From an optimization exercise on the open Yosys and OpenROAD flow, aimed at small area, a short achievable clock period and few clock cycles; shortcuts taken in it are not production practice.
Function was checked by simulation only, so behaviour that the tests miss may differ from the original.
No activity file was given, so power comes from the tool's default toggle rates.

**flow/config.mk**
```make
export PLATFORM = sky130hd
export DESIGN_NAME = max17320_uce
export DESIGN_NICKNAME = max17320_uce
export VERILOG_FILES = /design/flow/design.v
export SDC_FILE = /design/flow/constraint.sdc
export NUM_CORES = 4
export LEC_CHECK = 0
export CAP_MARGIN = 20
export CORE_MARGIN = 2
export CORE_UTILIZATION = 40
export PLACE_DENSITY = 0.6
export SLEW_MARGIN = 20
```
**flow/constraint.sdc**
```tcl
create_clock -name core_clock -period 13.5 [get_ports {clk}]
set_input_delay 2.7000 -clock core_clock [delete_from_list [all_inputs] [get_ports {clk}]]
set_output_delay 2.7000 -clock core_clock [all_outputs]
set_load 0.01 [all_outputs]
```
**flow/design.v**
```verilog
module max17320_uce (
    input  wire        clk,
    input  wire        rst,         
    input  wire        cmd_valid,
    input  wire [31:0] cmd_word,
    output wire        cmd_ready,
    output reg         rsp_valid,
    output wire [31:0] res_o,
    output wire [31:0] aux_o,
    output wire [15:0] stat_o,
    output wire [31:0] errval_o
);
    localparam [7:0] OP_LDRS  = 8'h01, OP_LDP   = 8'h02, OP_CLRE  = 8'h03,
                     OP_CVOLT = 8'h10, OP_CPCT  = 8'h11, OP_CTEMP = 8'h12,
                     OP_CCAP  = 8'h13, OP_CCUR  = 8'h14, OP_CTIME = 8'h15,
                     OP_CVTHB = 8'h16, OP_ETEMP = 8'h17, OP_PCFG  = 8'h20,
                     OP_VVTH  = 8'h30, OP_EVTHB = 8'h31, OP_EVTH  = 8'h32,
                     OP_PACK  = 8'h33, OP_PACKS = 8'h34, OP_UNPK  = 8'h35,
                     OP_UNPKS = 8'h36, OP_DVTH  = 8'h37;
    localparam [2:0] ERR_OK = 3'd0, ERR_INVAL = 3'd1, ERR_ILLEGAL = 3'd2,
                     ERR_NOTCAL = 3'd3, ERR_CALLOCK = 3'd4;
    localparam [15:0] MASK_THTYPE  = 16'h0020;
    localparam [15:0] MASK_CPV     = 16'h00C0;
    localparam [15:0] MASK_REGMODE = 16'h0300;
    localparam [15:0] MASK_CADENCE = 16'h0C00;
    localparam integer DIV_BITS = 29;
    reg [15:0] p0, p1, p2, p3, p4, p5;
    reg [15:0] rsense;
    reg [31:0] res, aux, errval;
    reg [2:0]  st_err;
    reg        st_rv, st_calv, st_se;
    assign res_o    = res;
    assign aux_o    = aux;
    assign errval_o = errval;
    assign stat_o   = {10'd0, st_se, st_calv, st_rv, st_err};
    reg        busy;       
    reg        div_run;    
    reg [4:0]  div_cnt;    
    reg [31:0] cmd_q;      
    reg [28:0] div_num;    
    reg [15:0] div_rem;    
    reg        div_neg;    
    assign cmd_ready = ~busy;
    wire [7:0]  opc = cmd_q[31:24];
    wire [7:0]  sel = cmd_q[23:16];
    wire [15:0] imm = cmd_q[15:0];
    function valid_vth;
        input [15:0] v;
        begin
            valid_vth = (v[15] == 1'b0) && (v <= 16'd5100) && ((v % 16'd20) == 16'd0);
        end
    endfunction
    function [7:0] vth_byte;
        input [15:0] v;
        reg [15:0] q;
        begin
            q = v / 16'd20;
            vth_byte = q[7:0];
        end
    endfunction
    reg legal;
    always @(*) begin
        case (opc)
            OP_LDRS, OP_CVOLT, OP_CPCT, OP_CTEMP, OP_CCAP, OP_CCUR, OP_CTIME,
            OP_CVTHB, OP_ETEMP, OP_VVTH, OP_EVTHB, OP_UNPK, OP_UNPKS, OP_DVTH:
                legal = (sel == 8'h00);
            OP_LDP:
                legal = (cmd_q[23:19] == 5'd0) && (cmd_q[18:16] <= 3'd5);
            OP_CLRE, OP_PCFG, OP_EVTH, OP_PACK, OP_PACKS:
                legal = (cmd_q[23:0] == 24'd0);
            default:
                legal = 1'b0;
        endcase
    end
    wire is_div = legal && st_calv && ((opc == OP_CCAP) || (opc == OP_CCUR));
    wire [15:0] imm_abs  = imm[15] ? (~imm + 16'd1) : imm;
    wire [28:0] cap_num  = imm * 29'd5000;
    wire [28:0] cur_num  = imm_abs * 29'd15625;
    wire [16:0] div_shift = {div_rem, div_num[28]};
    wire [16:0] div_diff  = div_shift - {1'b0, rsense};
    wire        div_qbit  = ~div_diff[16];
    wire [15:0] div_rem_n = div_qbit ? div_diff[15:0] : div_shift[15:0];
    wire [31:0] div_q = div_neg ? (32'd0 - {3'd0, div_num}) : {3'd0, div_num};
    wire [31:0] div_r = div_neg ? (32'd0 - {16'd0, div_rem}) : {16'd0, div_rem};
    reg        fail;
    reg [2:0]  fcode;
    reg [31:0] finfo;
    reg        compute;    
    reg [31:0] r_val, a_val;
    always @(*) begin
        fail    = 1'b0;
        fcode   = ERR_OK;
        finfo   = 32'd0;
        compute = 1'b1;
        r_val   = 32'd0;
        a_val   = 32'd0;
        if (!legal) begin
            fail  = 1'b1;
            fcode = ERR_ILLEGAL;
            finfo = cmd_q;
        end else begin
            case (opc)
                OP_LDRS: begin
                    compute = 1'b0;
                    if (st_calv) begin
                        fail = 1'b1; fcode = ERR_CALLOCK; finfo = {16'd0, imm};
                    end else if (imm == 16'd0) begin
                        fail = 1'b1; fcode = ERR_INVAL; finfo = 32'd0;
                    end
                end
                OP_LDP, OP_CLRE: begin
                    compute = 1'b0;
                end
                OP_CVOLT: r_val = imm * 32'd625;
                OP_CPCT:  r_val = {16'd0, imm};
                OP_CTEMP: r_val = {{16{imm[15]}}, imm};
                OP_CCAP, OP_CCUR: begin
                    if (!st_calv) begin
                        fail = 1'b1; fcode = ERR_NOTCAL; finfo = {16'd0, imm};
                    end else begin
                        r_val = div_q;
                        a_val = div_r;
                    end
                end
                OP_CTIME: r_val = imm * 32'd45;
                OP_CVTHB: begin
                    if (imm[15:8] != 8'd0) begin
                        fail = 1'b1; fcode = ERR_INVAL; finfo = {16'd0, imm};
                    end else
                        r_val = imm[7:0] * 32'd20;
                end
                OP_ETEMP: r_val = {16'd0, imm};
                OP_PCFG: begin
                    if (p0 < 16'd2 || p0 > 16'd4) begin
                        fail = 1'b1; fcode = ERR_INVAL; finfo = {16'd0, p0};
                    end else if (p1 > 16'd4) begin
                        fail = 1'b1; fcode = ERR_INVAL; finfo = {16'd0, p1};
                    end else if ((p2 & ~MASK_THTYPE) != 16'd0) begin
                        fail = 1'b1; fcode = ERR_INVAL; finfo = {16'd0, p2};
                    end else if ((p3 & ~MASK_CPV) != 16'd0) begin
                        fail = 1'b1; fcode = ERR_INVAL; finfo = {16'd0, p3};
                    end else if ((p4 & ~MASK_REGMODE) != 16'd0) begin
                        fail = 1'b1; fcode = ERR_INVAL; finfo = {16'd0, p4};
                    end else if ((p5 & ~MASK_CADENCE) != 16'd0) begin
                        fail = 1'b1; fcode = ERR_INVAL; finfo = {16'd0, p5};
                    end else
                        r_val = {16'd0, ((p0 - 16'd2) | (p1 << 2) | p2 | p3 | p4 | p5)};
                end
                OP_VVTH: r_val = {31'd0, valid_vth(imm)};
                OP_EVTHB: begin
                    if (!valid_vth(imm)) begin
                        fail = 1'b1; fcode = ERR_INVAL; finfo = {{16{imm[15]}}, imm};
                    end else
                        r_val = {24'd0, vth_byte(imm)};
                end
                OP_EVTH: begin
                    if (!valid_vth(p0)) begin
                        fail = 1'b1; fcode = ERR_INVAL; finfo = {{16{p0[15]}}, p0};
                    end else if (!valid_vth(p1)) begin
                        fail = 1'b1; fcode = ERR_INVAL; finfo = {{16{p1[15]}}, p1};
                    end else
                        r_val = {16'd0, vth_byte(p1), vth_byte(p0)};
                end
                OP_PACK: begin
                    if (p0 > 16'd255) begin
                        fail = 1'b1; fcode = ERR_INVAL; finfo = {16'd0, p0};
                    end else if (p1 > 16'd255) begin
                        fail = 1'b1; fcode = ERR_INVAL; finfo = {16'd0, p1};
                    end else
                        r_val = {16'd0, p1[7:0], p0[7:0]};
                end
                OP_PACKS: begin
                    if ($signed(p0) < -16'sd128 || $signed(p0) > 16'sd127) begin
                        fail = 1'b1; fcode = ERR_INVAL; finfo = {{16{p0[15]}}, p0};
                    end else if ($signed(p1) < -16'sd128 || $signed(p1) > 16'sd127) begin
                        fail = 1'b1; fcode = ERR_INVAL; finfo = {{16{p1[15]}}, p1};
                    end else
                        r_val = {16'd0, p1[7:0], p0[7:0]};
                end
                OP_UNPK: begin
                    r_val = {24'd0, imm[15:8]};
                    a_val = {24'd0, imm[7:0]};
                end
                OP_UNPKS: begin
                    r_val = {{24{imm[15]}}, imm[15:8]};
                    a_val = {{24{imm[7]}}, imm[7:0]};
                end
                OP_DVTH: begin
                    r_val = imm[15:8] * 32'd20;
                    a_val = imm[7:0] * 32'd20;
                end
                default: ;
            endcase
        end
    end
    wire accept = cmd_valid && !busy;
    wire finish = busy && (div_run ? (div_cnt == 5'd0) : !is_div);
    always @(posedge clk) begin
        if (rst) begin
            busy      <= 1'b0;
            div_run   <= 1'b0;
            rsp_valid <= 1'b0;
            p0 <= 16'd0; p1 <= 16'd0; p2 <= 16'd0;
            p3 <= 16'd0; p4 <= 16'd0; p5 <= 16'd0;
            rsense  <= 16'd0;
            res     <= 32'd0;
            aux     <= 32'd0;
            errval  <= 32'd0;
            st_err  <= ERR_OK;
            st_rv   <= 1'b0;
            st_calv <= 1'b0;
            st_se   <= 1'b0;
        end else begin
            rsp_valid <= 1'b0;
            if (accept) begin
                cmd_q <= cmd_word;
                busy  <= 1'b1;
            end else if (busy && !div_run && is_div) begin
                div_run <= 1'b1;
                div_cnt <= DIV_BITS[4:0];
                div_rem <= 16'd0;
                div_num <= (opc == OP_CCUR) ? cur_num : cap_num;
                div_neg <= (opc == OP_CCUR) && imm[15];
            end else if (div_run && div_cnt != 5'd0) begin
                div_rem <= div_rem_n;
                div_num <= {div_num[27:0], div_qbit};
                div_cnt <= div_cnt - 5'd1;
            end else if (finish) begin
                busy      <= 1'b0;
                div_run   <= 1'b0;
                rsp_valid <= 1'b1;
                if (fail) begin
                    st_err <= fcode;
                    errval <= finfo;
                    st_se  <= 1'b1;
                    st_rv  <= 1'b0;
                    res    <= 32'd0;
                    aux    <= 32'd0;
                end else begin
                    st_err <= ERR_OK;
                    errval <= 32'd0;
                    if (compute) begin
                        res   <= r_val;
                        aux   <= a_val;
                        st_rv <= 1'b1;
                    end
                    case (opc)
                        OP_LDRS: begin
                            rsense  <= imm;
                            st_calv <= 1'b1;
                        end
                        OP_LDP: begin
                            case (cmd_q[18:16])
                                3'd0: p0 <= imm;
                                3'd1: p1 <= imm;
                                3'd2: p2 <= imm;
                                3'd3: p3 <= imm;
                                3'd4: p4 <= imm;
                                default: p5 <= imm;
                            endcase
                        end
                        OP_CLRE: st_se <= 1'b0;
                        default: ;
                    endcase
                end
            end
        end
    end
endmodule
```
**flow/run.sh**
```bash
#!/bin/bash
# synth_recipe.tcl (not shown) runs the flow's synth.tcl, then flattens the netlist and writes it again
# the make line also repeats each setting of config.mk as NAME=value (left out here)
make -C /OpenROAD-flow-scripts/flow DESIGN_CONFIG=/design/flow/config.mk WORK_HOME=/design/flow/orfs CLKGATE_MAP_FILE= SYNTH_SCRIPT=/design/flow/synth_recipe.tcl finish
```
==> summary.txt <==
worst reg2reg max path: cells and delay by family, from the launching register on:
family	cells	cell delay, ns
compound gates	19	5.54
simple gates	17	4.65
mux	3	1.04
buf+inv	3	0.61
flops	1	0.42
fa+ha+maj	1	0.28
xor+xnor	1	0.17
timing repair:
item,in CTS,in global routing
pin swaps,0,10
resized for setup,1,57
cloned,0,1
hold buffers,0,0
setup endpoints to repair,78,196
buffers inserted,0,13
state kept, by name, summed over array words and instances (netlist names), 17 cells and up:
name,count
aux,17
res,30
div_num,29
cmd_q,32
errval,32
cells in the mapped netlist, drive strengths merged (55+ instances only):
cell type,instances
nor3,110
nor2,428
clkbuf,164
nor4,55
mux2i,165
xnor2,195
nand2,375
xor2,75
buf,92
edfxtp,83
ha,277
fa,120
o21ai,282
inv,334
dfxtp,200
a21oi,289
a21o,68
nand3,119
o21bai,61
path summary, 6_finish.rpt:
kind                                start  slack [ns]   endpoint
worst max-delay path             cmd_q[4]        0.66     res[5]
worst min-delay path            st_err[1]        0.45  st_err[1]
worst max register to register   cmd_q[4]        0.66     res[5]
worst min register to register  st_err[1]        0.45  st_err[1]
layout by cell type (no fill, tap or decap), types with 72 or more instances in the layout:
cell type / netlist / layout
sky130_fd_sc_hd__xor2_1: 75 / 72
sky130_fd_sc_hd__xnor2_1: 193 / 185
sky130_fd_sc_hd__inv_1: 333 / 332
sky130_fd_sc_hd__ha_1: 277 / 276
sky130_fd_sc_hd__dfxtp_1: 200 / 198
sky130_fd_sc_hd__nor3_1: 99 / 96
sky130_fd_sc_hd__nand2_1: 375 / 373
sky130_fd_sc_hd__buf_4: 41 / 182
sky130_fd_sc_hd__clkdlybuf4s50_1: 0 / 137
sky130_fd_sc_hd__mux2i_1: 163 / 163
sky130_fd_sc_hd__nand3_1: 117 / 116
sky130_fd_sc_hd__o21ai_0: 228 / 224
sky130_fd_sc_hd__edfxtp_1: 83 / 83
sky130_fd_sc_hd__nor2_1: 424 / 421
sky130_fd_sc_hd__fa_1: 120 / 120
sky130_fd_sc_hd__a21oi_1: 282 / 281
power by group through the flow:
| stage | clock network, W | registers [W] | logic, W |
|---|---|---|---|
| 6_report | 0.00101 | 0.000893 | 0.00372 |
| 5_1_grt | 0.00106 | 0.000894 | 0.00410 |
| 4_1_cts | 0.00103 | 0.000893 | 0.00365 |
| 3_5_place_dp | 0 | 0.000911 | 0.00361 |
| 3_3_place_gp | 0 | 0.000911 | 0.00361 |
| 2_1_floorplan | 0 | 0.000914 | 0.00268 |
layer usage:
layer  vias up  GRT usage [%]
met1     16700           36.2
met4         6           10.7
met2      1313           42.6
met5         -              0
li1      16300              -
met3       269           3.35
per-stage QoR:
step	util [%]	hold WS (ns)	setup slack, ns
CTS	45.2	0.452	0.239
finish	45.7	0.449	0.663
detailed placement	43.8	0.440	-0.0636
global placement	43.8	0.433	-0.181
floorplan	-	0.457	1.38
global route	45.7	0.463	-0.0352
kinds of logic after synthesis:
kind of cell             after synthesis
multiplexers                         187
flip-flops                           283
buffers and inverters                592
XOR/XNOR                             270
adder cells (fa/ha/maj)              402
AND/OR/NAND/NOR                     1415
other                                  1
AO/OA/AOI/OAI                       1278
final cells by class:
cell class,instances,area share (%)
sequential,283,16.4
timing repair buffer,319,6.90
multi-input combinational,3563,66.8
tap,1155,3.64
clock inverter,16,0.419
clock buffer,51,2.64
inverter,336,3.19
==> qor.txt <==
RUN STATUS
--------------------------------------------------------------------------------------------------------
Status ....................................................................................  timing/DRC/antenna clean

FLOORPLAN
--------------------------------------------------------------------------------------------------------
Die outline height ........................................................................       300 um
Total die area ............................................................................    90100 um2
Die span in x .............................................................................       300 um
Number of rows in the core area ...........................................................          108
Core ar. ..................................................................................    86900 um2
Initial core utilization ..................................................................        40.4%
Top-level port count ......................................................................          149

CRITICAL PATH
--------------------------------------------------------------------------------------------------------
Buffering stage count on the worst path with inverters included ...........................            3
Worst R2R Path Depth ......................................................................           44
Library cell appearing most often on the critical path .................................... sky130_fd_sc_hd__or3_1
Instance count on the critical path .......................................................           44
Classification of the worst setup path .................................................... flop to flop
CP max FO .................................................................................           10
Crit path launch type .....................................................................         flop
Required time reported for the critical path endpoint .....................................     13.95 ns
Type of element capturing the critical path ...............................................         flop
Arrival time reported for the critical path endpoint ......................................     13.29 ns
Slowest CP cell ........................................................................... sky130_fd_sc_hd__or3_1
Worst path top cell family by delay ....................................................... compound AO/OA/AOI/OAI gates
Stage delay of the slowest cell on the critical path ......................................      0.52 ns

HOLD PATH
--------------------------------------------------------------------------------------------------------
Class of the worst hold path .............................................................. flop to flop
Worst hold path depth .....................................................................            2

LAYOUT
--------------------------------------------------------------------------------------------------------
Synthesis-to-layout area growth ...........................................................        13.1%
Layout fillers ............................................................................         8612
Number of nets in the layout ..............................................................         4972
Multi-input gate area in the final layout .................................................    26500 um2
Diodes inserted ...........................................................................            0
Post-route insts no fill ..................................................................         5723
Final Cell Area ...........................................................................    39700 um2
FF/Latch Area .............................................................................     6500 um2
Fraction of layout instances using a drive strength above 1 ...............................        9.96%

TIMING
--------------------------------------------------------------------------------------------------------
Final hold vios ...........................................................................            0
Final worst path period need ..............................................................     12.84 ns
Worst slew margin relative to its limit ...................................................        23.5%
Total negative slack ......................................................................         0 ns
Worst slew pin tran .......................................................................      1.15 ns
Max-slew violations .......................................................................            0
Worst Skew ................................................................................    0.0250 ns
Top achievable clock speed ................................................................     77.9 MHz
Final setup viols .........................................................................            0
Post-route clock period utilization .......................................................        95.1%

SYNTH
--------------------------------------------------------------------------------------------------------
Synthesis-stage register bit count ........................................................          283
Simple-gate share of the synthesized area .................................................        19.9%
Post-synth top flop ....................................................................... sky130_fd_sc_hd__dfxtp_1
Async SR Flop Fraction ....................................................................           0%
Area share of fa/ha/maj cells after synthesis .............................................        16.9%
EDFF count, synth .........................................................................           83
Dominant combinational cell family by area after synthesis ................................ compound AO/OA/AOI/OAI gates
Synthesized area ..........................................................................    35100 um2
Post-synth cell types .....................................................................          144
Number of warnings issued by yosys ........................................................            1
Ranking of synthesized cells by area ...................................................... sky130_fd_sc_hd__dfxtp_1 (11%), sky130_fd_sc_hd__ha_1 (9.9%), sky130_fd_sc_hd__edfxtp_1 (7.1%)
Cell type with the highest aggregate area in the netlist .................................. sky130_fd_sc_hd__dfxtp_1
Avg Synthesized Cell Area .................................................................     7.93 um2
Top-area cell type share of the netlist area ..............................................        11.4%
Post-synthesis compound-gate area fraction ................................................        25.5%
Xor/xnor share of the synthesized area ....................................................        6.81%
Register area share after synthesis .......................................................        18.5%
Count of mapped cells out of synthesis ....................................................         4428
Share of cell area taken by muxes after synthesis .........................................        5.43%

ROUTING
--------------------------------------------------------------------------------------------------------
Uppermost signal routing layer after detailed routing .....................................         met5
Drt via density ...........................................................................         6.04
Iteration count of the initial detailed-routing pass ......................................            7
Detailed Route WL .........................................................................       125 mm
Antenna Nets Post-Route ...................................................................            0
Post-route met1 wirelength ................................................................      54.9 mm
Iter 0 DRT Violations .....................................................................         3185
Met2 wire len .............................................................................      56.4 mm
DRC violation count after routing .........................................................            0
Final routed wire length divided by cell count ............................................      21.9 um
Via Count .................................................................................        34600
Met3 wire length ..........................................................................      8.65 mm

POWER AND IR DROP
--------------------------------------------------------------------------------------------------------
Clock network fraction of design power ....................................................        18.0%
Power density over cell area ..............................................................   142 nW/um2
Design internal power .....................................................................    0.00297 W
Register share of total power .............................................................        15.9%
Switching power total .....................................................................    0.00265 W
Total power after layout ..................................................................    0.00562 W
Switching share of power ..................................................................        47.2%
Static leakage power ......................................................................      16.6 nW
Worst vdd rail ir drop ....................................................................     0.215 mV
Share of power burned in combinational logic ..............................................        66.1%

PLACEMENT
--------------------------------------------------------------------------------------------------------
Gp weighted congestion ....................................................................         1.01
Post-placement cell area ..................................................................    38100 um2
Half-perimeter wire length after detailed placement .......................................      95.7 mm
PortBufs ..................................................................................          138
Total placed cells including tap cells ....................................................         5642

CLOCK TREE
--------------------------------------------------------------------------------------------------------
Post-CTS clock slew at the launch and capture registers of the worst setup and hold paths .      0.06 ns
Maximum root-to-sink buffer count .........................................................            3
Number of sinks driven by the clock tree ..................................................          283
Number of buffers added by the clock tree synthesis step ..................................           37
CTS tree ..................................................................................          yes
Number of levels the H-tree was split into ................................................            2
Clock insertion delay at the later pin of the skew report .................................      0.57 ns
Root Buffer ............................................................................... sky130_fd_sc_hd__clkbuf_16

GLOBAL ROUTING
--------------------------------------------------------------------------------------------------------
Antenna violations before repair ..........................................................            3
Pin count of the biggest net entering global routing ......................................           99
Vias in the first global route ............................................................        32100
Total routing usage reported by global routing ............................................        26.6%
Grt total ovfl ............................................................................            0
Global-route wire length before repair ....................................................       190 mm

FLOW RUN
--------------------------------------------------------------------------------------------------------
Number of max-capacitance violations reported .............................................            0

Testbench counts, summed over its fixed seeds: cycles 46,324.

## afterwards: timing with drivers on the ports
How much do the figures lean on ideal ports? The routed layout below was timed once more, with nothing changed but the port constraints. Step 1 sets driving cells, clkbuf_16 on the clock port and buf_2 on the other inputs (assumed; they add their load-dependent delay and slew). Step 2 times the ports against the registers' clock, not the clock port: input delays grow and output delays shrink by t, the midpoint of the rising clock arrivals with the driver on. Slacks: ideal ports / drivers / drivers and shift; pairs: ideal ports / drivers.
shift t [ns]: 0.623
setup slack, ns: 0.664 / 0.664 / 0.664
worst hold slack (ns): 0.449 / 0.449 / 0.449
worst setup path at the end: register to register
pins driven straight from the clock port: 1
After both steps this run still meets setup and hold. The setup slack of this run moves by 0.000 ns with the drivers and by 0.000 ns with both steps.
